Background: an optimization exercise with open tools, aiming at small area, a short achievable clock period and few clock cycles. Do not read the settings as production practice. The RTL was checked by simulation tests, not by an equivalence proof against the original design.

`flow/run.sh`:
```
#!/bin/bash
set -euo pipefail
export SETUP_SLACK_MARGIN=6.0
export BUFFER_PORTS_ARGS="-buffer_cell sky130_fd_sc_hd__buf_2"
export MAX_REPAIR_ANTENNAS_ITER_DRT=10
bash standard.sh > standard.log 2>&1
```
`standard.sh`:
```
#!/bin/bash
# synth_recipe.tcl (not shown) runs the flow's synth.tcl, then flattens the netlist and writes it again
# the make line also repeats each setting of config.mk as NAME=value (left out here)
make -C /OpenROAD-flow-scripts/flow DESIGN_CONFIG=/design/flow/config.mk WORK_HOME=/design/flow/orfs CLKGATE_MAP_FILE= SYNTH_SCRIPT=/design/flow/synth_recipe.tcl "${@:-finish}"
```
`config.mk`:
```
export PLATFORM = sky130hd
export DESIGN_NAME = rs_bm_decoder
export DESIGN_NICKNAME = rs_bm_decoder
export VERILOG_FILES = /design/flow/design.v
export SDC_FILE = /design/flow/constraint.sdc
export NUM_CORES = 8
export LEC_CHECK = 0
export CAP_MARGIN = 30
export CORE_MARGIN = 2
export CORE_UTILIZATION = 35
export PLACE_DENSITY = 0.5
export SLEW_MARGIN = 30
```
`constraint.sdc`:
```
create_clock -name core_clock -period 10.0 [get_ports {clk}]
set_input_delay 2.0000 -clock core_clock [delete_from_list [all_inputs] [get_ports {clk}]]
set_output_delay 2.0000 -clock core_clock [all_outputs]
set_load 0.01 [all_outputs]
```
`design.v`:
```
module rs_bm_decoder (
    input  wire         clk,
    input  wire         rst,
    input  wire         start,
    input  wire [4:0]   t_in,
    input  wire [377:0] word_in,
    output wire         ready,
    output reg          done,
    output reg          ok,
    output reg  [4:0]   nerr,
    output wire [377:0] word_out
);
  localparam integer P  = 6;                  
  localparam integer NG = (63 + P - 1) / P;   
  localparam integer NS = NG * P;             
  function [5:0] gf_mul(input [5:0] a, input [5:0] b);
    reg [10:0] p;
    integer i;
    begin
      p = 11'd0;
      for (i = 0; i < 6; i = i + 1)
        if (b[i]) p = p ^ ({5'd0, a} << i);
      for (i = 10; i >= 6; i = i - 1)
        if (p[i]) p = p ^ (11'b1000011 << (i - 6));
      gf_mul = p[5:0];
    end
  endfunction
  localparam [377:0] APOW = {6'd33, 6'd49, 6'd57, 6'd61, 6'd63, 6'd62, 6'd31, 6'd46, 6'd23, 6'd42, 6'd21, 6'd43, 6'd52, 6'd26, 6'd13, 6'd39, 6'd50, 6'd25, 6'd45, 6'd55, 6'd58, 6'd29, 6'd47, 6'd54, 6'd27, 6'd44, 6'd22, 6'd11, 6'd36, 6'd18, 6'd9, 6'd37, 6'd51, 6'd56, 6'd28, 6'd14, 6'd7, 6'd34, 6'd17, 6'd41, 6'd53, 6'd59, 6'd60, 6'd30, 6'd15, 6'd38, 6'd19, 6'd40, 6'd20, 6'd10, 6'd5, 6'd35, 6'd48, 6'd24, 6'd12, 6'd6, 6'd3, 6'd32, 6'd16, 6'd8, 6'd4, 6'd2, 6'd1};
  localparam [383:0] INV = {6'd32, 6'd3, 6'd16, 6'd55, 6'd58, 6'd59, 6'd8, 6'd36, 6'd60, 6'd17, 6'd29, 6'd10, 6'd18, 6'd38, 6'd4, 6'd42, 6'd41, 6'd12, 6'd30, 6'd7, 6'd5, 6'd48, 6'd47, 6'd13, 6'd19, 6'd50, 6'd9, 6'd56, 6'd21, 6'd27, 6'd2, 6'd63, 6'd6, 6'd45, 6'd53, 6'd11, 6'd34, 6'd20, 6'd15, 6'd23, 6'd24, 6'd14, 6'd35, 6'd26, 6'd39, 6'd51, 6'd54, 6'd61, 6'd25, 6'd22, 6'd40, 6'd46, 6'd28, 6'd52, 6'd37, 6'd57, 6'd44, 6'd31, 6'd43, 6'd49, 6'd62, 6'd33, 6'd1, 6'd0};
  localparam [2687:0] PNT = {6'd1, 6'd3, 6'd5, 6'd15, 6'd17, 6'd51, 6'd22, 6'd58, 6'd13, 6'd23, 6'd57, 6'd8, 6'd24, 6'd40, 6'd59, 6'd14, 6'd18, 6'd54, 6'd25, 6'd43, 6'd62, 6'd1, 6'd3, 6'd5, 6'd15, 6'd17, 6'd51, 6'd22, 6'd58, 6'd13, 6'd23, 6'd57, 6'd8, 6'd24, 6'd40, 6'd59, 6'd14, 6'd18, 6'd54, 6'd25, 6'd43, 6'd62, 6'd1, 6'd3, 6'd5, 6'd15, 6'd17, 6'd51, 6'd22, 6'd58, 6'd13, 6'd23, 6'd57, 6'd8, 6'd24, 6'd40, 6'd59, 6'd14, 6'd18, 6'd54, 6'd25, 6'd43, 6'd62, 6'd1, 6'd1, 6'd32, 6'd48, 6'd40, 6'd60, 6'd34, 6'd51, 6'd11, 6'd47, 6'd25, 6'd52, 6'd46, 6'd57, 6'd4, 6'd6, 6'd5, 6'd38, 6'd53, 6'd14, 6'd9, 6'd44, 6'd58, 6'd39, 6'd21, 6'd62, 6'd33, 6'd16, 6'd24, 6'd20, 6'd30, 6'd17, 6'd56, 6'd36, 6'd54, 6'd45, 6'd26, 6'd23, 6'd61, 6'd2, 6'd3, 6'd35, 6'd19, 6'd59, 6'd7, 6'd37, 6'd22, 6'd29, 6'd50, 6'd43, 6'd31, 6'd49, 6'd8, 6'd12, 6'd10, 6'd15, 6'd41, 6'd28, 6'd18, 6'd27, 6'd55, 6'd13, 6'd42, 6'd63, 6'd1, 6'd1, 6'd16, 6'd12, 6'd5, 6'd19, 6'd60, 6'd17, 6'd28, 6'd9, 6'd22, 6'd47, 6'd45, 6'd13, 6'd21, 6'd31, 6'd57, 6'd2, 6'd32, 6'd24, 6'd10, 6'd38, 6'd59, 6'd34, 6'd56, 6'd18, 6'd44, 6'd29, 6'd25, 6'd26, 6'd42, 6'd62, 6'd49, 6'd4, 6'd3, 6'd48, 6'd20, 6'd15, 6'd53, 6'd7, 6'd51, 6'd36, 6'd27, 6'd58, 6'd50, 6'd52, 6'd23, 6'd63, 6'd33, 6'd8, 6'd6, 6'd35, 6'd40, 6'd30, 6'd41, 6'd14, 6'd37, 6'd11, 6'd54, 6'd55, 6'd39, 6'd43, 6'd46, 6'd61, 6'd1, 6'd1, 6'd8, 6'd3, 6'd24, 6'd5, 6'd40, 6'd15, 6'd59, 6'd17, 6'd14, 6'd51, 6'd18, 6'd22, 6'd54, 6'd58, 6'd25, 6'd13, 6'd43, 6'd23, 6'd62, 6'd57, 6'd1, 6'd8, 6'd3, 6'd24, 6'd5, 6'd40, 6'd15, 6'd59, 6'd17, 6'd14, 6'd51, 6'd18, 6'd22, 6'd54, 6'd58, 6'd25, 6'd13, 6'd43, 6'd23, 6'd62, 6'd57, 6'd1, 6'd8, 6'd3, 6'd24, 6'd5, 6'd40, 6'd15, 6'd59, 6'd17, 6'd14, 6'd51, 6'd18, 6'd22, 6'd54, 6'd58, 6'd25, 6'd13, 6'd43, 6'd23, 6'd62, 6'd57, 6'd1, 6'd1, 6'd4, 6'd16, 6'd3, 6'd12, 6'd48, 6'd5, 6'd20, 6'd19, 6'd15, 6'd60, 6'd53, 6'd17, 6'd7, 6'd28, 6'd51, 6'd9, 6'd36, 6'd22, 6'd27, 6'd47, 6'd58, 6'd45, 6'd50, 6'd13, 6'd52, 6'd21, 6'd23, 6'd31, 6'd63, 6'd57, 6'd33, 6'd2, 6'd8, 6'd32, 6'd6, 6'd24, 6'd35, 6'd10, 6'd40, 6'd38, 6'd30, 6'd59, 6'd41, 6'd34, 6'd14, 6'd56, 6'd37, 6'd18, 6'd11, 6'd44, 6'd54, 6'd29, 6'd55, 6'd25, 6'd39, 6'd26, 6'd43, 6'd42, 6'd46, 6'd62, 6'd61, 6'd49, 6'd1, 6'd1, 6'd2, 6'd4, 6'd8, 6'd16, 6'd32, 6'd3, 6'd6, 6'd12, 6'd24, 6'd48, 6'd35, 6'd5, 6'd10, 6'd20, 6'd40, 6'd19, 6'd38, 6'd15, 6'd30, 6'd60, 6'd59, 6'd53, 6'd41, 6'd17, 6'd34, 6'd7, 6'd14, 6'd28, 6'd56, 6'd51, 6'd37, 6'd9, 6'd18, 6'd36, 6'd11, 6'd22, 6'd44, 6'd27, 6'd54, 6'd47, 6'd29, 6'd58, 6'd55, 6'd45, 6'd25, 6'd50, 6'd39, 6'd13, 6'd26, 6'd52, 6'd43, 6'd21, 6'd42, 6'd23, 6'd46, 6'd31, 6'd62, 6'd63, 6'd61, 6'd57, 6'd49, 6'd33, 6'd1, 6'd1, 6'd1, 6'd1, 6'd1, 6'd1, 6'd1, 6'd1, 6'd1, 6'd1, 6'd1, 6'd1, 6'd1, 6'd1, 6'd1, 6'd1, 6'd1, 6'd1, 6'd1, 6'd1, 6'd1, 6'd1, 6'd1, 6'd1, 6'd1, 6'd1, 6'd1, 6'd1, 6'd1, 6'd1, 6'd1, 6'd1, 6'd1, 6'd1, 6'd1, 6'd1, 6'd1, 6'd1, 6'd1, 6'd1, 6'd1, 6'd1, 6'd1, 6'd1, 6'd1, 6'd1, 6'd1, 6'd1, 6'd1, 6'd1, 6'd1, 6'd1, 6'd1, 6'd1, 6'd1, 6'd1, 6'd1, 6'd1, 6'd1, 6'd1, 6'd1, 6'd1, 6'd1, 6'd1, 6'd1};
  integer k, q;
  localparam [1:0] A_IDLE = 2'd0, A_SYN = 2'd1, A_RUN = 2'd2, A_FIN = 2'd3;
  reg [1:0]  a_state;
  reg [5:0]  R   [0:62];      
  reg [5:0]  W1  [0:62];      
  reg [4:0]  tA;
  reg [5:0]  synd;            
  reg [5:0]  win [1:30];      
  reg [5:0]  C   [1:31];      
  reg [5:0]  Bs  [0:31];      
  reg [5:0]  Bc  [0:31];      
  reg [5:0]  gam;             
  reg [5:0]  ib;              
  reg [5:0]  L;
  reg [5:0]  sh;
  reg [5:0]  n;
  reg        b_busy;
  reg [5:0]  bk;
  wire       b_free = !b_busy || (bk == NG + 1);
  wire       a_run  = (a_state == A_RUN);
  wire       a_last = a_run && (n == {tA, 1'b0} - 6'd1);
  reg        ready_q;         
  wire       hand   = ready_q && (a_state != A_IDLE);
  assign ready = ready_q;
  reg [1:0] a_state_nx;
  reg [5:0] n_nx, bk_nx;
  reg       b_busy_nx;
  reg       noc;
  wire      early = b_busy && (bk == 6'd1) && noc;
  wire [4:0] tA_nx = (ready_q && start) ? t_in : tA;
  always @* begin
    a_state_nx = a_state;
    case (a_state)
      A_IDLE: if (start) a_state_nx = A_SYN;
      A_SYN:  a_state_nx = A_RUN;
      A_RUN:  if (a_last) a_state_nx = hand ? (start ? A_SYN : A_IDLE) : A_FIN;
      A_FIN:  if (hand) a_state_nx = start ? A_SYN : A_IDLE;
    endcase
    n_nx      = (ready_q || (a_state == A_SYN)) ? 6'd0 : (a_run ? n + 6'd1 : n);
    b_busy_nx = b_busy;
    bk_nx     = bk;
    if (hand) begin
      b_busy_nx = 1'b1;
      bk_nx     = 6'd0;
    end else if (b_busy) begin
      if (bk == NG + 1) b_busy_nx = 1'b0;
      else bk_nx = early ? NG + 1 : bk + 6'd1;
    end
    if (rst) begin
      a_state_nx = A_IDLE;
      b_busy_nx  = 1'b0;
      bk_nx      = 6'd0;
    end
  end
  wire ready_nx = (a_state_nx == A_IDLE) ||
                  (((a_state_nx == A_FIN) ||
                    ((a_state_nx == A_RUN) && (n_nx == {tA_nx, 1'b0} - 6'd1))) &&
                   (!b_busy_nx || (bk_nx == NG + 1)));
  reg [5:0] rot [0:62];
  reg [5:0] s_next;
  always @* begin
    s_next = 6'd0;
    for (k = 0; k < 63; k = k + 1) begin
      rot[k] = gf_mul(ready_q ? word_in[6*k +: 6] : R[k], APOW[6*k +: 6]);
      s_next = s_next ^ rot[k];
    end
  end
  reg [5:0] d, u, v, b;
  reg [5:0] ar;               
  reg       gl;               
  reg [5:0] a;
  reg [5:0] Cv [0:31];
  always @* begin
    Cv[0] = 6'd1;
    for (k = 1; k < 32; k = k + 1)
      Cv[k] = C[k];
    a = gf_mul(C[1], synd);
    for (k = 2; k < 32; k = k + 1)
      a = a ^ gf_mul(C[k], win[k-1]);
  end
  wire [5:0] f    = gf_mul(d, ib);
  wire [5:0] d_nx = synd ^ u ^ gf_mul(f, v);
  wire [5:0] b_eff = gl ? (synd ^ ar) : b;
  wire [5:0] u_nx = a ^ gf_mul(f, b_eff);
  wire grow = (d != 6'd0) && ({L, 1'b0} <= {1'b0, n});
  reg [5:0] Cn [0:31];
  reg [5:0] Bcn [0:31];
  always @* begin
    for (k = 0; k < 32; k = k + 1) begin
      Cn[k]  = (k > 0) ? (Cv[k] ^ gf_mul(f, Bs[k-1])) : Cv[k];
      Bcn[k] = grow ? Cv[k] : Bc[k];
    end
  end
  wire [5:0] gamn = grow ? d : gam;
  wire [5:0] Ln   = grow ? (n + 6'd1 - L) : L;
  wire [5:0] shn  = a_run ? (grow ? 6'd0 : sh + 6'd1) : sh;
  always @(posedge clk) begin
    for (k = 0; k < 63; k = k + 1)
      R[k] <= rot[k];
    if (ready_q && start) begin
      for (k = 0; k < 63; k = k + 1)
        W1[k] <= word_in[6*k +: 6];
      tA <= t_in;
    end
    synd   <= s_next;
    win[1] <= synd;
    d <= (a_state == A_SYN) ? synd : ((a_run && !a_last) ? d_nx : 6'd0);
    u <= (a_state == A_SYN) ? 6'd0 : u_nx;
    if ((a_state == A_SYN) || grow) begin
      v <= (a_state == A_SYN) ? synd : (synd ^ u);
    end
    b  <= (a_state == A_SYN) ? s_next : b_eff;
    ar <= a;
    gl <= (a_state != A_SYN) && grow;
    for (k = 2; k < 31; k = k + 1)
      win[k] <= win[k-1];
    if (a_state == A_SYN) begin
      for (k = 0; k < 32; k = k + 1) begin
        if (k > 0) C[k] <= 6'd0;
        Bs[k] <= (k == 0) ? 6'd1 : 6'd0;
        Bc[k] <= (k == 0) ? 6'd1 : 6'd0;
      end
      gam <= 6'd1;
      ib  <= 6'd1;
      L   <= 6'd0;
      sh  <= 6'd0;
    end else begin
      for (k = 0; k < 32; k = k + 1) begin
        if (k > 0) C[k] <= Cn[k];
        Bc[k] <= Bcn[k];
        Bs[k] <= grow ? Cv[k] : ((k == 0) ? 6'd0 : Bs[k-1]);
      end
      gam <= gamn;
      if (grow) ib <= INV[6*d +: 6];
      L   <= Ln;
      sh  <= shn;
    end
    a_state <= a_state_nx;
    n       <= n_nx;
    ready_q <= ready_nx;
  end
  reg [5:0]  TL  [1:31];      
  reg [5:0]  TB  [0:31];      
  reg [5:0]  W2  [0:62];      
  reg [5:0]  E   [0:NS-1];    
  reg [5:0]  gB, LB, sB;       
  reg [4:0]  tB;
  reg        rootR [0:P-1];
  reg [5:0]  DR    [0:P-1];   
  reg [5:0]  Z     [0:P-1];   
  reg [5:0]  BP;              
  reg [5:0]  rem;             
  genvar g;
  generate
    for (g = 0; g < 63; g = g + 1) begin : g_out
      assign word_out[6*g +: 6] = W2[g];
    end
  endgenerate
  reg [5:0] lam_q [0:P-1];
  reg [5:0] odd_q [0:P-1];
  reg [5:0] bv_q  [0:P-1];
  always @* begin
    for (q = 0; q < P; q = q + 1) begin
      lam_q[q] = 6'd1;
      odd_q[q] = 6'd0;
      bv_q[q]  = 6'd0;
      for (k = 0; k < 32; k = k + 1) begin
        if (k > 0) lam_q[q] = lam_q[q] ^ gf_mul(TL[k], APOW[6*((63 * 64 - ((k * q) % 63)) % 63) +: 6]);
        if (k % 2 == 1)
          odd_q[q] = odd_q[q] ^ gf_mul(TL[k], APOW[6*((63 * 64 - ((k * q) % 63)) % 63) +: 6]);
        bv_q[q] = bv_q[q] ^ gf_mul(TB[k], APOW[6*((63 * 64 - ((k * q) % 63)) % 63) +: 6]);
      end
    end
  end
  reg [5:0] e_q [0:P-1];
  reg [2:0] npc;              
  always @* begin
    npc = 3'd0;
    for (q = 0; q < P; q = q + 1) begin
      e_q[q] = rootR[q] ? gf_mul(Z[q], INV[6*DR[q] +: 6]) : 6'd0;
      npc = npc + {2'd0, rootR[q]};
    end
  end
  reg [5:0] degB;
  always @* begin
    degB = 6'd0;
    for (k = 1; k < 32; k = k + 1)
      if (TL[k] != 6'd0) degB = k;
  end
  wire [5:0] K  = gB;          
  wire       fin = b_busy && ((bk == NG) || early);
  reg        degok;           
  wire       okf = degok && (rem == {3'd0, npc});
  reg [5:0] Enext [0:NS-1];
  always @* begin
    for (k = 0; k < NS - P; k = k + 1)
      Enext[k] = E[k+P];
    for (q = 0; q < P; q = q + 1)
      Enext[NS-P+q] = e_q[q];
  end
  always @(posedge clk) begin
    for (k = 0; k < NS; k = k + 1)
      E[k] <= Enext[k];
    if (hand) begin
      for (k = 0; k < 32; k = k + 1) begin
        if (k > 0) TL[k] <= Cn[k];
        TB[k] <= Bcn[k];
      end
      gB  <= gamn;
      LB  <= Ln;
      sB  <= ({tA, 1'b0} >= shn) ? ({tA, 1'b0} - shn) : ({tA, 1'b0} + 6'd63 - shn);
      tB  <= tA;
      for (k = 0; k < 63; k = k + 1)
        W2[k] <= W1[k];
    end else begin
      for (k = 0; k < 32; k = k + 1) begin
        if (k > 0) TL[k] <= gf_mul(TL[k], APOW[6*((63 * 64 - ((k * P) % 63)) % 63) +: 6]);
        TB[k] <= gf_mul(TB[k], APOW[6*((63 * 64 - ((k * P) % 63)) % 63) +: 6]);
      end
      if (fin && okf && !early)
        for (k = 0; k < 63; k = k + 1)
          W2[k] <= W2[k] ^ Enext[k];
    end
    for (q = 0; q < P; q = q + 1) begin
      rootR[q] <= (lam_q[q] == 6'd0) && (P * bk + q < 63) && (bk < NG);
      DR[q]    <= gf_mul(bv_q[q], odd_q[q]);
      Z[q]     <= (bk == 6'd0) ? gf_mul(K, PNT[6*(64*q + sB) +: 6]) : gf_mul(Z[q], BP);
    end
    if (bk == 6'd0) BP <= PNT[6*(64*P + sB) +: 6];
    rem  <= (bk == 6'd0) ? LB : rem - {3'd0, npc};
    degok <= (LB <= {1'b0, tB}) && (degB == LB);
    noc   <= (LB == 6'd0) || !((LB <= {1'b0, tB}) && (degB == LB));
    ok   <= okf;
    nerr <= okf ? LB[4:0] : 5'd0;
    b_busy <= b_busy_nx;
    bk     <= bk_nx;
    done   <= fin && !rst;
  end
endmodule
```
==> summary.txt, run 1 <==
* Outcome: no timing/DRC/antenna violations
* Max-cap viol count at 0
* Origin of the critical flop-to-flop path: TB[17][3]
* Layout Nets at 22600
* Final core utilization at 0.425
* Crit path kind: flip-flop to flip-flop
* CTS root buf: clkbuf_16
* Vias/cell at 5.27
* Hold Fails Final Rpt at 0
* Post-detail-place hpwl at between 700000 and 800000 microns
* Logic depth of the worst path, buffers included at 12
* Worst reg-to-reg setup slack at 5.76 ns
* R2r worst-path depth at 12
* Core ar. at between 500000 and 600000 sq um
* Die Height at 740 microns
* Crit path buf inv count at 0
* Tot GR Track Use at 0.350
* Clk sink count at 2815
* Crit-path leading delay family: XOR/XNOR gates
* Worst Hold Class: flip-flop to flip-flop
* Hold path startpoint: E[26][2]
* Worst EP arrival at 5.07 ns
* CTS buffer count at ~330
* Chip width at 740 microns
* Iter 0 DRT Violations at about 20000
* Initial antenna violation count at 150
* Slew Viols, Final at 0
* Yosys warning count at 23
* Syn nets at approximately 22000
* Vias in the first global route at between 100k and 150k
* DIE AREA at between 500000 and 600000 sq um
* Critical Path Most Common Cell: xnor2_1
* Placement Rows at 270
* CP required at around 11 ns
* Largest stage delay on the critical path at 0.50 ns
* Startpoint types: flip-flop
* Longest Clk Path Bufs at 4
* Post-Route WL at 1000000 microns
* Via count at about 160k
* Final setup violation count at 0
* CP Cell Sequence: xnor2_1, xnor2_1, xnor2_2, xnor2_1, xnor2_1, xnor2_1, xnor2_2, xor2_4, nor2_1, xnor2_1, xnor2_1, xnor3_1
* Reg clk slew, reported paths at 0.06 ns
* Port bufs at 771
* Remaining DRCs at 0
* H-tree Lvls at 5
* Layout cells sized above 1 at 0.174
* Starting Density at 0.351
* Sequential cell area fraction in the yosys report at 0.342
* Yosys reg bits at 2815
* Mean Syn Cell Area at 8.91 sq um
* # fillers at about 54000
* Crit Path Max Fanout at 6
* Least-Margin Pin Slew at 1.14 ns
* FMAX at 236 MHz
* Yosys cell types at between 80 and 90
* Max-slew headroom at 0.232
* Synth Flop Type: dfxtp_1
* Post-synthesis cell count at between 20000 and 25000
* Wirelength per Cell at about 34 microns
* GP Congestion at between 1 and 1.5
* Number of synthesized flops with an enable pin at 835
* DRT antenna net count at 0
* Setup TNS Final at 0 ns
* Minimum clock period at 4.24 ns
* TritonRoute pass-1 iters at 6
* CTS tree: done
* Overflow after GRT at 0
* Setup crit end kind: flip-flop
* Area grow syn2layout at 21.0%
* Ports at 772
* Fin area at 229000 sq um
* Unrepaired setup endpoints after global routing: yes
* Clock Skews at 0.160 ns
* Clock latency (worst-skew pair) at 1.09 ns
* WHS Path Cells at 0
* Post-DP Area at 202000 sq um
* Slowest CP cell: xnor2_2
* Final cycle utilization of the critical path at 0.424
* Largest net degree at the start of global routing at 180
* Min-Delay Endpoint: E[20][2]
* Global-route wire length before repair at 1310000 microns
* Ys async rst share at 0
* Reg-to-reg endpoint: DR[5][1]
* Post-synthesis cell area at 189000 sq um
==> layer usage <==
| layer | vias up | GRT usage | part of all wire |
|---|---|---|---|
| met3 | 2098 | 0.0643 | 0.090 |
| met4 | 70 | 0.206 | 0.076 |
| met1 | 76400 | 0.453 | 0.40 |
| li1 | 68600 | - | - |
| met5 | - | 0 | 0.00045 |
| met2 | 8277 | 0.544 | 0.43 |
==> cell type report <==
cell class	instances	area (sq um)	area share
repair buffers	1706	13400	0.0586
diodes	73	183	0.000797
well taps	7208	9020	0.0393
clock inverters	152	2030	0.00887
flip-flops and latches	2815	65300	0.285
inverters	322	1290	0.00561
clock buffers	462	9500	0.0414
multi-input cells	16800	128000	0.560
==> how the worst max path moves through the flow <==
stage                 start       end  slack [ns]
2_1_floorplan         start  W1[0][0]        1.86
3_3_place_gp   word_in[355]      b[0]        3.91
3_5_place_dp   word_in[355]      b[0]        4.28
4_1_cts            TL[9][0]  DR[5][1]        5.73
5_1_grt                d[0]     sB[4]        5.74
6_report          TB[17][3]  DR[5][1]        5.76
==> sequential cells by signal (all words and copies together), names as in the netlist, 180 cells and up <==
name  flops
W1      378
C       186
E       360
win     180
R       378
TL      186
TB      192
Bs      181
Bc      192
W2      378
==> per-stage QoR <==
| stage | hold WS [ns] | std cells | worst slack [ns] |
|---|---|---|---|
| finish | 0.270 | 29500 | 5.76 |
| detailed placement | 0.345 | 28400 | 4.28 |
| floorplan | 0.329 | 21300 | 1.86 |
| global placement | 0.337 | 28400 | 3.91 |
| global route | 0.285 | 29400 | 5.74 |
| CTS | 0.258 | 29200 | 5.73 |
==> worst reg2reg max path: cells and delay by family, from the launching register on <==
family / cells / cell delay, ns
xor gates and xnor gates: 11 / 3.56
DFF: 1 / 0.43
and+or+nand+nor: 1 / 0.10
==> cells in the mapped netlist (11+ instances only) <==
cell,instances,area share
a211oi_1,48,0.0019
a21boi_0,175,0.0069
a21o_1,25,0.00099
a21oi_1,1025,0.027
a22oi_1,25,0.00099
a311oi_1,13,0.00060
a31oi_1,32,0.0011
and2_1,132,0.0044
and3_1,32,0.0011
buf_1,87,0.0017
buf_2,284,0.0075
buf_4,28,0.0011
clkbuf_1,956,0.019
dfxtp_1,1980,0.21
edfxtp_1,835,0.13
ha_1,214,0.014
inv_1,315,0.0062
mux2_2,58,0.0034
mux2i_1,262,0.014
mux4_2,29,0.0034
nand2_1,3794,0.075
nand2b_1,97,0.0032
nand3_1,75,0.0020
nand3b_1,13,0.00052
nand4_1,12,0.00040
nor2_1,1256,0.025
nor2b_1,73,0.0024
nor3_1,56,0.0015
nor3b_1,13,0.00052
o211ai_1,36,0.0014
o21ai_0,552,0.015
o21ai_1,19,0.00050
o22ai_1,19,0.00063
o31ai_1,26,0.0010
or3_1,26,0.00086
xnor2_1,6412,0.30
xnor2_2,74,0.0064
xnor3_1,114,0.014
xor2_1,1844,0.085
xor2_2,23,0.0020
xor3_1,11,0.0014
==> what timing repair did <==
| item | 4_1_cts | 5_1_grt |
|---|---|---|
| pin swaps | 115 | 189 |
| endpoints found under the setup margin | 1482 | 472 |
| gates resized for setup | 1108 | 667 |
| hold buffers | 0 | 0 |
| setup buffers | 212 | 203 |
| gates cloned | 17 | 11 |
==> layout by cell type (no fill, tap or decap), drive strengths merged, types with 73 or more instances in the layout <==
cell type	Yosys	final
xnor2	6495	6495
nand2	3794	3794
dfxtp	1980	1980
xor2	1871	1871
buf	399	1679
nor2	1258	1258
a21oi	1025	1025
edfxtp	835	835
o21ai	572	572
clkbuf	957	480
inv	316	327
mux2i	262	262
ha	214	214
a21boi	175	175
and2	134	134
xnor3	115	115
nand2b	97	97
clkinv	6	95
nand3	75	75
diode	0	73
nor2b	73	73
==> logic make-up (layout without fill, tap and decap cells) <==
group / after synthesis / after routing / share of synthesized area
AND/OR/NAND/NOR: 5619 / 5620 / 0.118
AO/OA/AOI/OAI: 2085 / 2086 / 0.0618
buffers and inverters: 1678 / 2642 / 0.0357
multiplexers: 349 / 349 / 0.0207
other: 0 / 73 / 0
flip-flops: 2815 / 2815 / 0.342
XOR/XNOR: 8492 / 8492 / 0.407
adder cells (fa/ha/maj): 222 / 222 / 0.0150
Testbench counts, summed over its fixed seeds: cycles 6,766.
==> inputs of run 2 (changes only) <==
==> flow/run.sh (replaced) <==
#!/bin/bash
set -euo pipefail
export SETUP_SLACK_MARGIN=6.2
export BUFFER_PORTS_ARGS="-buffer_cell sky130_fd_sc_hd__buf_2"
export MAX_REPAIR_ANTENNAS_ITER_DRT=10
bash standard.sh > standard.log 2>&1
--- a/config.mk
+++ b/config.mk
@@ -5,8 +5,8 @@
 export SDC_FILE = /design/flow/constraint.sdc
 export NUM_CORES = 8
 export LEC_CHECK = 0
-export CAP_MARGIN = 30
+export CAP_MARGIN = 20
 export CORE_MARGIN = 2
 export CORE_UTILIZATION = 35
 export PLACE_DENSITY = 0.5
-export SLEW_MARGIN = 30
+export SLEW_MARGIN = 20
==> run 2 against run 1 <==
  * Still clean on timing, DRC and antenna
  * Sequential share of layout area decreased by 1.1 points
  * Synthesized cell count unchanged
  * Via count increased by 2.3%
  * Clock skew decreased by 0.017 ns
  * First-iteration DRC count increased by 2.2%
  * Maximum frequency increased by 2.6%
  * Critical path type unchanged
  * Largest cell class unchanged
  * Highest routed layer unchanged
==> summary.txt, run 2 <==
* Max-cap viol count at 0
* Hold Fails Final Rpt at 0
* Final cycle utilization of the critical path at 0.414
* Post-synthesis cell count at roughly 21000
* Largest stage delay on the critical path at 0.69 ns
* Core ar. at 540000 sq um
* Port bufs at around 770
* Post-detail-place hpwl at 804000 microns
* Final setup violation count at 0
* Critical Path Most Common Cell: xnor2_1
* H-tree Lvls at 5
* Crit path buf inv count at 0
* Layout Nets at 23000
* Global-route wire length before repair at between 1000000 and 1500000 microns
* Wirelength per Cell at 35.0 microns
* Via count at 159000
* TritonRoute pass-1 iters at 8
* Slew Viols, Final at 0
* Crit Path Max Fanout at 6
* Post-synthesis cell area at between 150000 and 200000 sq um
* Hold_buf cts at 0
* Placement Rows at 270
* Yosys cell types at between 80 and 90
* Area grow syn2layout at 26.0%
* Top cell types by occurrence after synthesis: xnor2_1, nand2_1, dfxtp_1
* CP Cell Sequence: xor2_2, xnor2_1, xnor2_1, xnor2_1, xnor2_1, xnor2_2, xnor2_4, nor2_1, nand3b_1, nor4bb_1
* Unrepaired setup endpoints after global routing: yes
* Count leader, synth: xnor2_1
* GP Congestion at between 1 and 1.5
* Vias/cell at ~5.3
* Chip width at 740 microns
* Dpl ws at approximately 4 ns
* Longest Clk Path Bufs at 4
* CTS tree: done
* Sequential cell area fraction in the yosys report at 0.342
* DRT antenna net count at 0
* Synth Flop Type: dfxtp_1
* Largest net degree at the start of global routing at 204
* CTS root buf: clkbuf_16
* Yosys reg bits at approximately 2800
* Tot GR Track Use at 0.366
* Worst Hold Class: flip-flop to flip-flop
* Startpoint types: flip-flop
* Overflow after GRT at 0
* Max-slew headroom at 0.120
* Clock Skews at around 0.14 ns
* Crit path kind: flip-flop to flip-flop
* Clock latency (worst-skew pair) at 1.07 ns
* Ports at 772
* Iter 0 DRT Violations at about 20000
* Mean Syn Cell Area at between 8 and 9 sq um
* FMAX at 242 MHz
* Starting Density at 0.351
* Worst EP arrival at 4.92 ns
* Syn nets at 21900
* Yosys warning count at 23
* Synth top area cells: xnor2_1, dfxtp_1, edfxtp_1, xor2_1, nand2_1
* DIE AREA at 547000 sq um
* Setup TNS Final at 0 ns
* Ys async rst share at 0
* Number of synthesized flops with an enable pin at 835
* Reg clk slew, reported paths at 0.07 ns
* Setup crit end kind: flip-flop
* Slowest CP cell: xnor2_1
* Layout cells sized above 1 at 0.211
* Final WS setup at 5.86 ns
* Top Registers: R x378, W1 x378, W2 x378
* Vias in the first global route at 146000
* Most frequent cells in the layout: xnor2_1, nand2_1, dfxtp_1, xor2_1, nor2_1
* Least-Margin Pin Slew at 1.31 ns
* Minimum clock period at 4.14 ns
* Synth area leader: xnor2_1
* Crit-path leading delay family: XOR/XNOR gates
* Outcome: no timing/DRC/antenna violations
* Synth top area share at 0.296
* Die Height at 740 microns
* Clk sink count at about 2800
* Post-Route WL at 1050000 microns
* Remaining DRCs at 0
* CP required at 10.78 ns
* CTS buffer count at around 340
* Commonest non-fill, non-tap cell in the layout: xnor2_1
* Initial antenna violation count at 129
==> run 2: cell type report <==
| type | count | area (sq um) |
|---|---|---|
| Fill cell | 52700 | 301000 |
| Inverter | 322 | 1330 |
| Clock inverter | 156 | 1980 |
| Antenna cell | 110 | 275 |
| Clock buffer | 480 | 9710 |
| Multi-Input combinational cell | 16800 | 133000 |
| Timing Repair Buffer | 2100 | 17900 |
| Sequential cell | 2815 | 65500 |
| Tap cell | 7208 | 9020 |
==> run 2: worst paths after layout <==
kind | startpoint | to | slack [ns] | depth (start not counted)
worst max-delay path | TL[2][5] | rootR[4] | 5.86 | 10
worst max register to register | TL[2][5] | rootR[4] | 5.86 | 10
worst min-delay path | E[20][4] | E[14][4] | 0.29 | 0
worst min register to register | E[20][4] | E[14][4] | 0.29 | 0
==> run 2: repair_timing <==
action,4_1_cts,5_1_grt
endpoints found under the hold margin,0,0
buffers inserted,438,319
gates cloned,35,15
resized for setup,1755,949
endpoints found under the setup margin,1435,657
pin swaps,282,312
==> run 2: cells by family (layout without fill, tap and decap cells) <==
logic type,count (synthesis),in the layout,synth area share
xor+xnor,8492,8492,0.407
simple gates,5619,5619,0.118
flops,2815,2815,0.342
compound gates,2085,2086,0.0618
buf+inv,1678,3058,0.0357
mux,349,349,0.0207
fa+ha+maj,222,222,0.0150
other cells,0,110,0
==> run 2: per-stage QoR <==
| stage | area [sq um] | instances | util | hold slack [ns] |
|---|---|---|---|---|
| floorplan | 190000 | 21300 | - | 0.329 |
| global placement | 202000 | 28400 | 0.374 | 0.354 |
| detailed placement | 202000 | 28400 | 0.374 | 0.355 |
| CTS | 230000 | 29500 | 0.426 | 0.287 |
| global route | 239000 | 29900 | 0.442 | 0.310 |
| finish | 239000 | 30000 | 0.442 | 0.288 |
==> run 2: per-layer routing <==
metal / part of all wire / up-vias / GRT usage
li1: - / 69500 / -
met1: 0.40 / 78600 / 0.472
met5: 0.00032 / - / 0
met3: 0.089 / 2292 / 0.0723
met4: 0.084 / 48 / 0.238
met2: 0.43 / 8603 / 0.557
==> inputs of run 3 (changes only) <==
--- a/config.mk
+++ b/config.mk
@@ -5,8 +5,8 @@
 export SDC_FILE = /design/flow/constraint.sdc
 export NUM_CORES = 8
 export LEC_CHECK = 0
-export CAP_MARGIN = 20
+export CAP_MARGIN = 25
 export CORE_MARGIN = 2
 export CORE_UTILIZATION = 35
 export PLACE_DENSITY = 0.5
-export SLEW_MARGIN = 20
+export SLEW_MARGIN = 25
==> run 3 against run 2 <==
  * Still clean on timing, DRC and antenna
  * Clock skew rose by 0.010 ns
  * First-iteration DRC count rose by 0.13%
  * Maximum frequency up 3.6%
  * Critical path type is now input port to flip-flop
==> summary.txt, run 3 <==
* Core ar. at 540000 sq um
* Sequential cell area fraction in the yosys report at 0.342
* Max-cap viol count at 0
* Fin area at ~240000 sq um
* Vias in the first global route at 146000
* Longest Clk Path Bufs at 4
* Slew Viols, Final at 0
* Minimum clock period at 3.99 ns
* Port bufs at 771
* Yosys cell types at between 80 and 90
* CTS buffer count at roughly 340
* Crit path kind: input port to flip-flop
* Final cell count without fillers at 30100
* Die Height at roughly 740 microns
* Overflow after GRT at 0
* Min Hold Slack at approximately 0.28 ns
* Yosys reg bits at 2815
* Final core utilization at 0.445
* Setup TNS Final at 0 ns
* Outcome: no timing/DRC/antenna violations
* Reg clk slew, reported paths at 0.06 ns
* Wirelength per Cell at 35.1 microns
* Final cycle utilization of the critical path at 0.399
* Clock latency (worst-skew pair) at 1.08 ns
* Synth top area share at 0.296
* Global-route wire length before repair at 1360000 microns
* Chip width at 740 microns
* Multi-input logic area at 134000 sq um
* Post-synthesis cell count at 21300
* Most frequent cells in the layout: xnor2_1, nand2_1, dfxtp_1, xor2_1, nor2_1
* Area grow syn2layout at 26.8%
* Synth area leader: xnor2_1
* Clk sink count at ~2800
* Sequential cell area at ~65000 sq um
* Remaining DRCs at 0
* Least-Margin Pin Slew at 1.18 ns
* Final setup violation count at 0
* Synth top area cells: xnor2_1, dfxtp_1, edfxtp_1, xor2_1, nand2_1
* Worst Hold Class: flip-flop to flip-flop
* Post-DP Area at about 200000 sq um
* Startpoint types: input port
* Syn nets at 21900
* # fillers at about 53000
* CTS root buf: clkbuf_16
* Via count at 159000
* GP Congestion at 1.08
* DRT antenna net count at 0
* Max-slew headroom at 0.206
* Starting Density at 0.351
* Layout cells sized above 1 at 0.216
* Tot GR Track Use at 0.366
* Layout Nets at approximately 23000
* Placement Rows at 270
* FMAX at 251 MHz
* Placed cell count at 28400
* TritonRoute pass-1 iters at 6
* H-tree Lvls at 5
* Vias/cell at 5.31
* Post-detail-place hpwl at 804000 microns
* CTS tree: done
* Ys async rst share at 0
* Commonest non-fill, non-tap cell in the layout: xnor2_1
* Crit Path Max Fanout at 3
* Dpl ws at 4.34 ns
* CP required at 10.87 ns
* Post-Route WL at between 1000000 and 1500000 microns
* Final WS setup at 6.01 ns
* Post-synthesis cell area at 189000 sq um
* Worst EP arrival at 4.86 ns
* Iter 0 DRT Violations at 20200
* Clock Skews at 0.153 ns
* DIE AREA at 547000 sq um
* Mean Syn Cell Area at 8.91 sq um
* Yosys warning count at 23
* Number of synthesized flops with an enable pin at about 840
* Setup crit end kind: flip-flop
* Synth Flop Type: dfxtp_1
* Hold_buf cts at 0
* Hold Fails Final Rpt at 0
* Count leader, synth: xnor2_1
* Top cell types by occurrence after synthesis: xnor2_1, nand2_1, dfxtp_1
* Ports at 772
* Largest net degree at the start of global routing at 204
* Initial antenna violation count at about 130
* Unrepaired setup endpoints after global routing: yes
* Top Registers: R x378, W1 x378, W2 x378
run 3: cell count changes in the layout (fill, tap and decap cells not counted), moves of 10 or more:
cell,change
buf_12,+16
buf_4,+52
xnor2_1,-55
xnor2_2,+70
bufinv_16,-11
xnor2_4,-15
clkinvlp_4,+10
dfxtp_4,-10
diode_2,+19
buf_16,+16
dfxtp_1,+17
run 3: cell type report:
class / instances / area share
clock inverter: 142 / 0.00679
timing repair buffer: 2193 / 0.0805
multi-input combinational: 16800 / 0.556
sequential: 2815 / 0.272
tap: 7208 / 0.0375
timing repair inverter: 1 / 0.0000469
antenna: 129 / 0.00134
clock buffer: 480 / 0.0399
inverter: 322 / 0.00558
run 3: what timing repair did:
action,in CTS,in global routing
endpoints found under the setup margin,1440,617
cloned,43,30
buffers inserted,436,396
pin swaps,256,394
resized for setup,1783,975
run 3: logic make-up after synthesis:
family,Yosys count,synth area share
xor+xnor,8492,0.407
simple gates,5619,0.118
flops,2815,0.342
compound gates,2085,0.0618
buf+inv,1678,0.0357
mux,349,0.0207
fa+ha+maj,222,0.0150
run 3: final timing paths:
| kind | start | end | slack, ns | cells after the start |
|---|---|---|---|---|
| hold / removal | E[26][4] | E[20][4] | 0.28 | 0 |
| setup reg to reg | TB[29][0] | DR[5][1] | 6.01 | 14 |
| setup / recovery | word_in[47] | b[1] | 6.01 | 11 |
| hold reg to reg | E[26][4] | E[20][4] | 0.28 | 0 |
run 3: routing by layer:
| metal | vias up | routed length, microns | track usage | share of wire |
|---|---|---|---|---|
| met2 | 8546 | 451000 | 0.556 | 0.43 |
| met3 | 2351 | 90700 | 0.0698 | 0.086 |
| li1 | 69700 | - | - | - |
| met1 | 78800 | 423000 | 0.473 | 0.40 |
| met4 | 42 | 90600 | 0.241 | 0.086 |
| met5 | - | 276 | 0 | 0.00026 |
run 3: worst max-delay path, cell delays in order:
cell     delay [ns]
buf_2          0.19
xnor2_1        0.37
nor2_1         0.10
a21oi_2        0.27
xnor2_1        0.31
xnor3_1        0.56
xnor2_2        0.25
xnor2_1        0.16
xor3_1         0.47
nand2_1        0.08
o21ai_0        0.08
==> inputs of run 4 (changes only) <==
==> flow/run.sh (replaced) <==
#!/bin/bash
set -euo pipefail
export SETUP_SLACK_MARGIN=6.3
export BUFFER_PORTS_ARGS="-buffer_cell sky130_fd_sc_hd__buf_2"
export MAX_REPAIR_ANTENNAS_ITER_DRT=10
bash standard.sh > standard.log 2>&1
--- a/config.mk
+++ b/config.mk
@@ -5,8 +5,8 @@
 export SDC_FILE = /design/flow/constraint.sdc
 export NUM_CORES = 8
 export LEC_CHECK = 0
-export CAP_MARGIN = 25
+export CAP_MARGIN = 30
 export CORE_MARGIN = 2
 export CORE_UTILIZATION = 35
-export PLACE_DENSITY = 0.5
-export SLEW_MARGIN = 25
+export PLACE_DENSITY = 0.55
+export SLEW_MARGIN = 30
==> run 4 against run 3 <==
  * Final area is 3.0% higher
  * Via count is 1.4% higher
  * Register-to-register slack hardly changed
  * Sequential cell count stayed put
  * Critical path type is now flip-flop to flip-flop
  * Count of clock-buffer cells in the layout is 15 lower
  * Area after synthesis stayed put
  * Setup slack better by 0.013 ns
  * Sequential share of layout area is 0.69 points lower
  * Utilization is 1.3 points higher
  * Maximum frequency is 0.33% higher
  * First-iteration DRC count is 3.2% lower
==> summary.txt, run 4 <==
* Vias in the first global route at around 150k
* Synth top area cells: xnor2_1, dfxtp_1, edfxtp_1, xor2_1, nand2_1
* GP Congestion at 1.07
* Slew Viols, Final at 0
* FMAX at 251 MHz
* Least-Margin Pin Slew at 1.18 ns
* Final cycle utilization of the critical path at 0.398
* Wirelength per Cell at 34.8 microns
* Synth Flop Type: dfxtp_1
* CTS buffer count at 331
* Max-slew headroom at 0.211
* Sequential cell area fraction in the yosys report at 0.342
* Final setup violation count at 0
* CP required at ~11 ns
* TritonRoute pass-1 iters at 6
* Yosys warning count at 23
* Sequential cell area at 65700 sq um
* Overflow after GRT at 0
* Yosys cell types at 85
* Port bufs at 771
* Synth area leader: xnor2_1
* DRT antenna net count at 0
* Slowest CP cell: xnor2_2
* Synth top area share at 0.296
* H-tree Lvls at 5
* Final WS setup at 6.02 ns
* CP Cell Sequence: buf_4, xnor2_4, xnor2_1, xnor2_1, xnor2_1, xnor2_2, xnor2_2, xnor2_2, xor2_4, buf_4, nor2_1, xnor2_2, xnor2_1, xnor3_1
* Crit path buf inv count at 2
* Chip width at 740 microns
* Post-DP Area at 203000 sq um
* Unrepaired setup endpoints after global routing: yes
* Commonest non-fill, non-tap cell in the layout: xnor2_1
* Tot GR Track Use at 0.367
* Post-detail-place hpwl at 801000 microns
* Core ar. at 540000 sq um
* Worst Hold Class: flip-flop to flip-flop
* Longest Clk Path Bufs at 4
* Post-Route WL at about 1100000 microns
* Hold Fails Final Rpt at 0
* Yosys reg bits at 2815
* Outcome: no timing/DRC/antenna violations
* Max-cap viol count at 0
* Vias/cell at 5.31
* Remaining DRCs at 0
* Placement Rows at 270
* Worst EP arrival at around 4.8 ns
* Crit Path Max Fanout at 5
* CTS tree: done
* Initial antenna violation count at roughly 130
* Via count at 162000
* Mean Syn Cell Area at about 8.9 sq um
* Ports at 772
* # fillers at 51500
* Crit path kind: flip-flop to flip-flop
* Ys async rst share at 0
* Hold_buf cts at 0
* Layout Nets at 23400
* Number of synthesized flops with an enable pin at 835
* Starting Density at 0.351
* CTS root buf: clkbuf_16
* Dpl ws at between 3 and 4 ns
* Fin area at 247000 sq um
* DIE AREA at around 550000 sq um
* Setup TNS Final at 0 ns
* Crit-path leading delay family: XOR/XNOR gates
* Global-route wire length before repair at 1370000 microns
* Iter 0 DRT Violations at 19600
* Top Registers: R x378, W1 x378, W2 x378
* Clock latency (worst-skew pair) at approximately 1.1 ns
* Setup crit end kind: flip-flop
* Top cell types by occurrence after synthesis: xnor2_1, nand2_1, dfxtp_1
* Minimum clock period at 3.98 ns
* Post-synthesis cell area at roughly 190000 sq um
* Die Height at 740 microns
* Largest stage delay on the critical path at 0.45 ns
* Largest net degree at the start of global routing at 221
* Reg clk slew, reported paths at 0.07 ns
* Area grow syn2layout at 30.5%
* Syn nets at 21900
* Most frequent cells in the layout: xnor2_1, nand2_1, xor2_1, dfxtp_1, buf_4
* Post-synthesis cell count at ~21000
* Clock Skews at 0.210 ns
* Count leader, synth: xnor2_1
* Layout cells sized above 1 at 0.244
* Multi-input logic area at 136000 sq um
* Startpoint types: flip-flop
* Clk sink count at 2815
[run 4: cell count changes in the layout (fill, tap and decap cells not counted), moves of 19 or more]
cell,change
dfxtp_4,+48
o21ai_0,-28
xnor2_1,-136
dfxtp_1,-77
buf_4,+302
buf_2,-85
nand2_1,-19
dfxtp_2,+29
buf_12,+41
buf_6,+98
xor2_1,-29
xnor2_4,+53
xnor2_2,+83
[run 4: timing repair]
item                        CTS  global route
cloned                       63            28
gates resized for setup    2305          1163
setup endpoints to repair  1752           965
buffers inserted            750           453
pin swaps                   418           497
[run 4: worst paths after layout]
| kind | start | end | slack (ns) | depth (start not counted) |
|---|---|---|---|---|
| worst max-delay path | TB[28][0] | DR[5][3] | 6.02 | 14 |
| worst min-delay path | E[50][1] | E[44][1] | 0.25 | 0 |
| worst min register to register | E[50][1] | E[44][1] | 0.25 | 0 |
| worst max register to register | TB[28][0] | DR[5][3] | 6.02 | 14 |
[run 4: metrics by stage]
step / hold slack, ns / cells / util
floorplan: 0.329 / 21300 / -
global placement: 0.342 / 28400 / 0.374
detailed placement: 0.341 / 28400 / 0.375
CTS: 0.254 / 29800 / 0.437
global route: 0.287 / 30400 / 0.458
finish: 0.249 / 30400 / 0.458
[run 4: final cells by class]
class | instances | share of cell area
sequential | 2815 | 0.265
multi-input combinational | 16800 | 0.550
tap | 7208 | 0.0365
inverter | 322 | 0.00548
clock inverter | 146 | 0.00746
clock buffer | 465 | 0.0384
timing repair inverter | 1 | 0.0000455
antenna | 138 | 0.00140
timing repair buffer | 2573 | 0.0954
[run 4: metal layers]
layer / track usage / part of all wire / wire [microns]
met5: 0 / 0.00027 / 282
met4: 0.254 / 0.092 / 96900
met3: 0.0735 / 0.092 / 97700
met2: 0.557 / 0.43 / 451000
met1: 0.467 / 0.39 / 413000
[run 4: cell families after synthesis]
kind of cell,share of synthesized area
AOI/OAI and AO/OA,0.0618
xor gates and xnor gates,0.407
adders and majority gates,0.0150
buffers and inverters,0.0357
DFF,0.342
muxes,0.0207
and+or+nand+nor,0.118
[run 4: worst reg2reg max path, cell delays in order, from the launching register on]
cell and delay [ns]:
edfxtp_1 0.39, buf_4 0.17, xnor2_4 0.43, xnor2_1 0.17
xnor2_1 0.22, xnor2_1 0.16, xnor2_2 0.45, xnor2_2 0.18
xnor2_2 0.38, xor2_4 0.17, buf_4 0.19, nor2_1 0.19
xnor2_2 0.15, xnor2_1 0.15, xnor3_1 0.41
==> inputs of run 5 (changes only) <==
--- a/design.v
+++ b/design.v
@@ -176,7 +176,8 @@
   reg [5:0]  gB, LB, sB;       
   reg [4:0]  tB;
   reg        rootR [0:P-1];
-  reg [5:0]  DR    [0:P-1];   
+  reg [5:0]  oddR  [0:P-1];   
+  reg [5:0]  bvR   [0:P-1];   
   reg [5:0]  Z     [0:P-1];   
   reg [5:0]  BP;              
   reg [5:0]  rem;             
@@ -207,7 +208,7 @@
   always @* begin
     npc = 3'd0;
     for (q = 0; q < P; q = q + 1) begin
-      e_q[q] = rootR[q] ? gf_mul(Z[q], INV[6*DR[q] +: 6]) : 6'd0;
+      e_q[q] = rootR[q] ? gf_mul(Z[q], INV[6*gf_mul(bvR[q], oddR[q]) +: 6]) : 6'd0;
       npc = npc + {2'd0, rootR[q]};
     end
   end
@@ -253,7 +254,8 @@
     end
     for (q = 0; q < P; q = q + 1) begin
       rootR[q] <= (lam_q[q] == 6'd0) && (P * bk + q < 63) && (bk < NG);
-      DR[q]    <= gf_mul(bv_q[q], odd_q[q]);
+      oddR[q]  <= odd_q[q];
+      bvR[q]   <= bv_q[q];
       Z[q]     <= (bk == 6'd0) ? gf_mul(K, PNT[6*(64*q + sB) +: 6]) : gf_mul(Z[q], BP);
     end
     if (bk == 6'd0) BP <= PNT[6*(64*P + sB) +: 6];
==> flow/run.sh (replaced) <==
#!/bin/bash
set -euo pipefail
export SETUP_SLACK_MARGIN=6.2
export BUFFER_PORTS_ARGS="-buffer_cell sky130_fd_sc_hd__buf_2"
export MAX_REPAIR_ANTENNAS_ITER_DRT=10
bash standard.sh > standard.log 2>&1
--- a/config.mk
+++ b/config.mk
@@ -8,5 +8,5 @@
 export CAP_MARGIN = 30
 export CORE_MARGIN = 2
 export CORE_UTILIZATION = 35
-export PLACE_DENSITY = 0.55
+export PLACE_DENSITY = 0.5
 export SLEW_MARGIN = 30
==> run 5 against run 4 <==
  * Sequential share of layout area rose by 1.4 points
  * Critical path type unchanged
  * Area after synthesis shrank 0.24%
  * Still clean
  * Global-route usage down 0.25 points
  * Utilization fell by 2.0 points
==> summary.txt, run 5 <==
* Placement Rows at 269
* CTS root buf: clkbuf_16
* CTS buffer count at ~340
* Yosys cell types at about 100
* Clock latency (worst-skew pair) at ~1.1 ns
* Main combinational cell family by area after synthesis: XOR/XNOR gates
* Crit-path leading delay family: XOR/XNOR gates
* Max-cap viol count at 0
* Slew Viols, Final at 0
* Hold Fails Final Rpt at 0
* XOR/XNOR Fraction of Synth Area at 0.399
* Yosys warning count at 24
* Number of synthesized flops with an enable pin at around 840
* Startpoint types: flip-flop
* Top cell types by occurrence after synthesis: xnor2_1, nand2_1, dfxtp_1
* DRT antenna net count at 0
* Tot GR Track Use at 0.364
* Final setup violation count at 0
* Post-Route WL at 1050000 microns
* Sequential cell area fraction in the yosys report at 0.346
* Unrepaired setup endpoints after global routing: yes
* Post-DP Area at approximately 200000 sq um
* CTS tree: done
* Clk sink count at 2851
* Core ar. at 537000 sq um
* Chip width at 739 microns
* Longest Clk Path Bufs at 4
* Area share of and/or/nand/nor cells after synthesis at 0.116
* Least-Margin Pin Slew at approximately 1.1 ns
* Top Registers: R x378, W1 x378, W2 x378
* Worst Hold Class: flip-flop to flip-flop
* Port bufs at 771
* Synth area leader: xnor2_1
* Syn nets at 21800
* Fin area at 235000 sq um
* H-tree Lvls at 5
* Starting Density at 0.352
* Initial antenna violation count at 165
* Min Hold Slack at 0.276 ns
* Die Height at roughly 740 microns
* Overflow after GRT at 0
* GP Congestion at between 1 and 1.5
* Slowest CP cell: mux4_2
* Post-synthesis cell area at around 190000 sq um
* Vias in the first global route at 147000
* Final WS setup at about 5.5 ns
* Post-synthesis mux area share at 0.0252
* Layout cells sized above 1 at 0.198
* Crit Path Max Fanout at 7
* FMAX at 223 MHz
* Remaining DRCs at 0
* Clock Skews at between 0.1 and 0.15 ns
* Critical Path Most Common Cell: xnor3_1
* Commonest non-fill, non-tap cell in the layout: xnor2_1
* Synth Area in Adders at 0.0153
* Compound-Gate Fraction of Synth Area at 0.0627
* TritonRoute pass-1 iters at 6
* Vias/cell at 5.35
* Area grow syn2layout at 24.6%
* Ports at 772
* Post-synthesis cell count at 21200
* Layout Nets at 22900
* Yosys reg bits at around 2900
* Mean Syn Cell Area at 8.91 sq um
* Setup crit end kind: flip-flop
* Setup TNS Final at 0 ns
* Largest stage delay on the critical path at 0.49 ns
* Reg clk slew, reported paths at around 0.07 ns
* DIE AREA at 546000 sq um
* CP required at around 11 ns
* Crit path kind: flip-flop to flip-flop
* Largest net degree at the start of global routing at about 180
* Outcome: no timing/DRC/antenna violations
* Most frequent cells in the layout: xnor2_1, nand2_1, dfxtp_1, xor2_1, nor2_1
* Ys async rst share at 0
* Crit path buf inv count at 4
* CP Cell Sequence: nand2_2, xnor3_1, xnor2_2, xor3_4, buf_4, buf_6, ha_4, mux4_2, nor3_2, a211o_2, buf_6, buf_4, nand2_2, xnor2_2, xnor3_1, xnor3_1, and2_4, xnor2_1, o21ai_1
* Iter 0 DRT Violations at between 20000 and 25000
* Synth top area share at 0.297
* Worst EP arrival at 5.17 ns
* Synth Flop Type: dfxtp_1
* Global-route wire length before repair at 1360000 microns
* Via count at approximately 160k
* Final cycle utilization of the critical path at 0.449
* Max-slew headroom at 0.247
* Dpl ws at ~4.3 ns
* Post-detail-place hpwl at 798000 microns
* Minimum clock period at 4.49 ns
* Count leader, synth: xnor2_1
* Synth top area cells: xnor2_1, dfxtp_1, edfxtp_1, xor2_1, nand2_1
* Wirelength per Cell at 35.1 microns
run 5: routing by layer:
layer | track usage | part of all wire
met5 | 0 | 0.00036
met2 | 0.558 | 0.43
met4 | 0.244 | 0.087
met3 | 0.0761 | 0.092
met1 | 0.461 | 0.39
run 5: timing repair:
item,CTS,global route
hold buffers,0,0
setup buffers,403,317
resized for setup,1274,912
pin swaps,272,335
gates cloned,77,42
setup endpoints to repair,1475,944
run 5: final timing paths:
check / start / to / slack, ns / depth (start not counted)
setup / recovery: bvR[2][4] / W2[62][1] / 5.51 / 19
hold / removal: E[53][2] / E[47][2] / 0.28 / 0
setup reg to reg: bvR[2][4] / W2[62][1] / 5.51 / 19
hold reg to reg: E[53][2] / E[47][2] / 0.28 / 0
run 5: layout make-up:
class                      instances  area (sq um)
multi-input combinational      16700        128000
sequential                      2851         65900
fill                           52300        302000
timing repair inverter             1          5.00
tap                             7181          8980
clock inverter                   165          2000
timing repair buffer            2107         18500
clock buffer                     467          9810
inverter                         337          1400
antenna                          170           425
run 5: worst reg2reg max path: cells and delay by family (launching register included):
kind / cells / cell delay [ns]
AO/OA/AOI/OAI: 2 / 0.28
buffers and inverters: 4 / 0.51
adder cells (fa/ha/maj): 1 / 0.19
flip-flops: 1 / 0.37
XOR/XNOR: 7 / 1.95
multiplexers: 1 / 0.49
AND/OR/NAND/NOR: 4 / 0.41
run 5: logic make-up after synthesis:
family / Yosys count
AO/OA/AOI/OAI: 2089
AND/OR/NAND/NOR: 5554
adder cells (fa/ha/maj): 226
multiplexers: 424
buffers and inverters: 1705
flip-flops: 2851
XOR/XNOR: 8376
run 5: stage by stage:
step	instances	util
floorplan	21200	-
global placement	28300	0.376
detailed placement	28300	0.377
CTS	29400	0.422
global route	29900	0.438
finish	30000	0.438
Testbench counts of run 5, summed over its fixed seeds: cycles 6,766.
==> inputs of run 6 (changes only) <==
--- a/config.mk
+++ b/config.mk
@@ -8,5 +8,6 @@
 export CAP_MARGIN = 30
 export CORE_MARGIN = 2
 export CORE_UTILIZATION = 35
+export CTS_CLUSTER_SIZE = 30
 export PLACE_DENSITY = 0.5
 export SLEW_MARGIN = 30
==> run 6 against run 5 <==
  * Still clean
  * Clock skew unchanged
  * Register-to-register slack hardly changed
  * Count of clock-buffer cells in the layout stayed put
  * Critical path depth stayed put
==> summary.txt, run 6 <==
* Clock latency (worst-skew pair) at 1.07 ns
* Global-route wire length before repair at around 1400000 microns
* Worst EP arrival at 5.17 ns
* Sequential cell area at 65900 sq um
* Via count at 160000
* Starting Density at 0.352
* CP required at 10.68 ns
* Placed cell count at 28300
* Crit-path leading delay family: XOR/XNOR gates
* Post-detail-place hpwl at 798000 microns
* R2r worst-path depth at 19
* Count leader, synth: xnor2_1
* Remaining DRCs at 0
* Largest net degree at the start of global routing at 183
* Ports at between 700 and 800
* Initial antenna violation count at around 170
* Commonest non-fill, non-tap cell in the layout: xnor2_1
* Fin area at 235000 sq um
* Synth Flop Type: dfxtp_1
* Minimum clock period at about 4.5 ns
* Area grow syn2layout at 24.6%
* Core ar. at 537000 sq um
* Max-slew headroom at 0.247
* H-tree Lvls at 5
* Max-cap viol count at 0
* Unrepaired setup endpoints after global routing: yes
* Chip width at 739 microns
* Crit path kind: flip-flop to flip-flop
* Worst Hold Class: flip-flop to flip-flop
* Placement Rows at roughly 270
* Setup TNS Final at 0 ns
* Critical Path Most Common Cell: xnor3_1
* Post-DP Area at 203000 sq um
* Longest Clk Path Bufs at 4
* Iter 0 DRT Violations at roughly 20000
* Vias/cell at 5.35
* GP Congestion at between 1 and 1.5
* Final setup violation count at 0
* CTS root buf: clkbuf_16
* Largest stage delay on the critical path at 0.49 ns
* Slew Viols, Final at 0
* Final core utilization at 0.438
* TritonRoute pass-1 iters at 6
* Startpoint types: flip-flop
* Overflow after GRT at 0
* CP Cell Sequence: nand2_2, xnor3_1, xnor2_2, xor3_4, buf_4, buf_6, ha_4, mux4_2, nor3_2, a211o_2, buf_6, buf_4, nand2_2, xnor2_2, xnor3_1, xnor3_1, and2_4, xnor2_1, o21ai_1
* Synth top area cells: xnor2_1, dfxtp_1, edfxtp_1, xor2_1, nand2_1
* Setup crit end kind: flip-flop
* Final cell count without fillers at 30000
* Vias in the first global route at 147000
* Least-Margin Pin Slew at between 1 and 1.5 ns
* # fillers at 52300
* Most frequent cells in the layout: xnor2_1, nand2_1, dfxtp_1, xor2_1, nor2_1
* Clock Skews at 0.142 ns
* DIE AREA at 546000 sq um
* Reg clk slew, reported paths at 0.07 ns
* Post-synthesis cell count at between 20000 and 25000
* Hold Fails Final Rpt at 0
* Ys async rst share at 0
* Crit Path Max Fanout at 7
* Logic depth of the worst path, buffers included at 19
* Outcome: no timing/DRC/antenna violations
* Sequential cell area fraction in the yosys report at 0.346
* Multi-input logic area at 128000 sq um
* Post-synthesis cell area at 189000 sq um
* Top cell types by occurrence after synthesis: xnor2_1, nand2_1, dfxtp_1
* FMAX at 223 MHz
* Final cycle utilization of the critical path at 0.449
* Layout cells sized above 1 at 0.198
* Clk sink count at around 2900
* Tot GR Track Use at 0.364
* Yosys reg bits at 2851
* Top Registers: R x378, W1 x378, W2 x378
* Mean Syn Cell Area at ~9 sq um
* Post-Route WL at 1050000 microns
* Layout Nets at 22900
* CTS buffer count at around 340
* Crit path buf inv count at 4
* Port bufs at 771
* Wirelength per Cell at 35.1 microns
* Synth top area share at 0.297
* Syn nets at 21800
* Number of synthesized flops with an enable pin at 835
* Yosys warning count at 24
* CTS tree: done
* DRT antenna net count at 0
* Yosys cell types at 102
* Slowest CP cell: mux4_2
* WHS Path Cells at 0
* Hold_buf cts at 0
* Die Height at 739 microns
* Synth area leader: xnor2_1
==> run 6: metrics by stage <==
stage / setup slack (ns) / hold slack (ns)
floorplan: 1.87 / 0.329
global placement: 2.91 / 0.353
detailed placement: 4.25 / 0.354
CTS: 5.47 / 0.288
global route: 5.39 / 0.301
finish: 5.51 / 0.276
==> run 6: layout make-up <==
class                   instances  area share
clock inverters               165     0.00850
clock buffers                 467      0.0417
inverters                     337     0.00594
repair buffers               2107      0.0784
diodes                        170     0.00181
well taps                    7181      0.0382
multi-input cells           16700       0.546
flip-flops and latches       2851       0.280
repair inverters                1   0.0000213
==> run 6: cell families (layout without fill, tap and decap cells) <==
family / count (synthesis) / in the layout / synth area share
simple gates: 5554 / 5559 / 0.116
flops: 2851 / 2851 / 0.346
other cells: 0 / 170 / 0
fa+ha+maj: 226 / 226 / 0.0153
buf+inv: 1705 / 3077 / 0.0351
compound gates: 2089 / 2091 / 0.0627
mux: 424 / 424 / 0.0252
xor+xnor: 8376 / 8385 / 0.399
==> run 6: repair_timing <==
action                                  4_1_cts  5_1_grt
pin swaps                                   272      335
hold endpoints to repair                      0        0
gates resized for setup                    1274      912
gates cloned                                 77       42
endpoints found under the setup margin     1475      944
setup buffers                               403      317
==> run 6: layer usage <==
| metal | GRT usage | share of wire | vias up |
|---|---|---|---|
| met5 | 0 | 0.00036 | - |
| met4 | 0.244 | 0.087 | 54 |
| met3 | 0.0761 | 0.092 | 2337 |
| met2 | 0.558 | 0.43 | 9247 |
| met1 | 0.461 | 0.39 | 79000 |
| li1 | - | - | 69700 |
==> run 6: final timing paths <==
check,start,to,slack [ns]
setup reg to reg,bvR[2][4],W2[62][1],5.51
hold / removal,E[53][2],E[47][2],0.28
hold reg to reg,E[53][2],E[47][2],0.28
setup / recovery,bvR[2][4],W2[62][1],5.51

[static timing again, ports no longer ideal]
No port has a modelled driver above. Below, the same layouts with a new extraction and two added sets of constraints.
Step 1, drivers: a clkbuf_16 drives clk and a buf_2 each remaining input, both assumed.
Step 2 times the ports against the registers' clock, not the clock port: input delays grow and output delays shrink by t, the midpoint of the rising clock arrivals with the driver on.
a / b / c = ideal ports / drivers / drivers and shift; a / b = the first two.
| run | t (ns) | setup WS [ns] | worst setup path after step 2 |
|---|---|---|---|
| run 1 | 1.132 | 5.756 / 5.756 / 4.895 | input to register |
| run 2 | 1.126 | 5.865 / 5.865 / 4.948 | input to register |
| run 3 | 1.137 | 6.009 / 5.936 / 4.931 | input to register |
| run 4 | 1.120 | 6.022 / 6.003 / 4.951 | input to register |
| run 5 | 1.124 | 5.509 / 5.509 / 4.998 | input to register |
| run 6 | 1.124 | 5.509 / 5.509 / 4.998 | input to register |
After both steps every run listed still meets setup and hold. For run 3, which loses most, drivers alone change the setup slack by -0.073 ns; drivers and shift together by -1.078 ns.
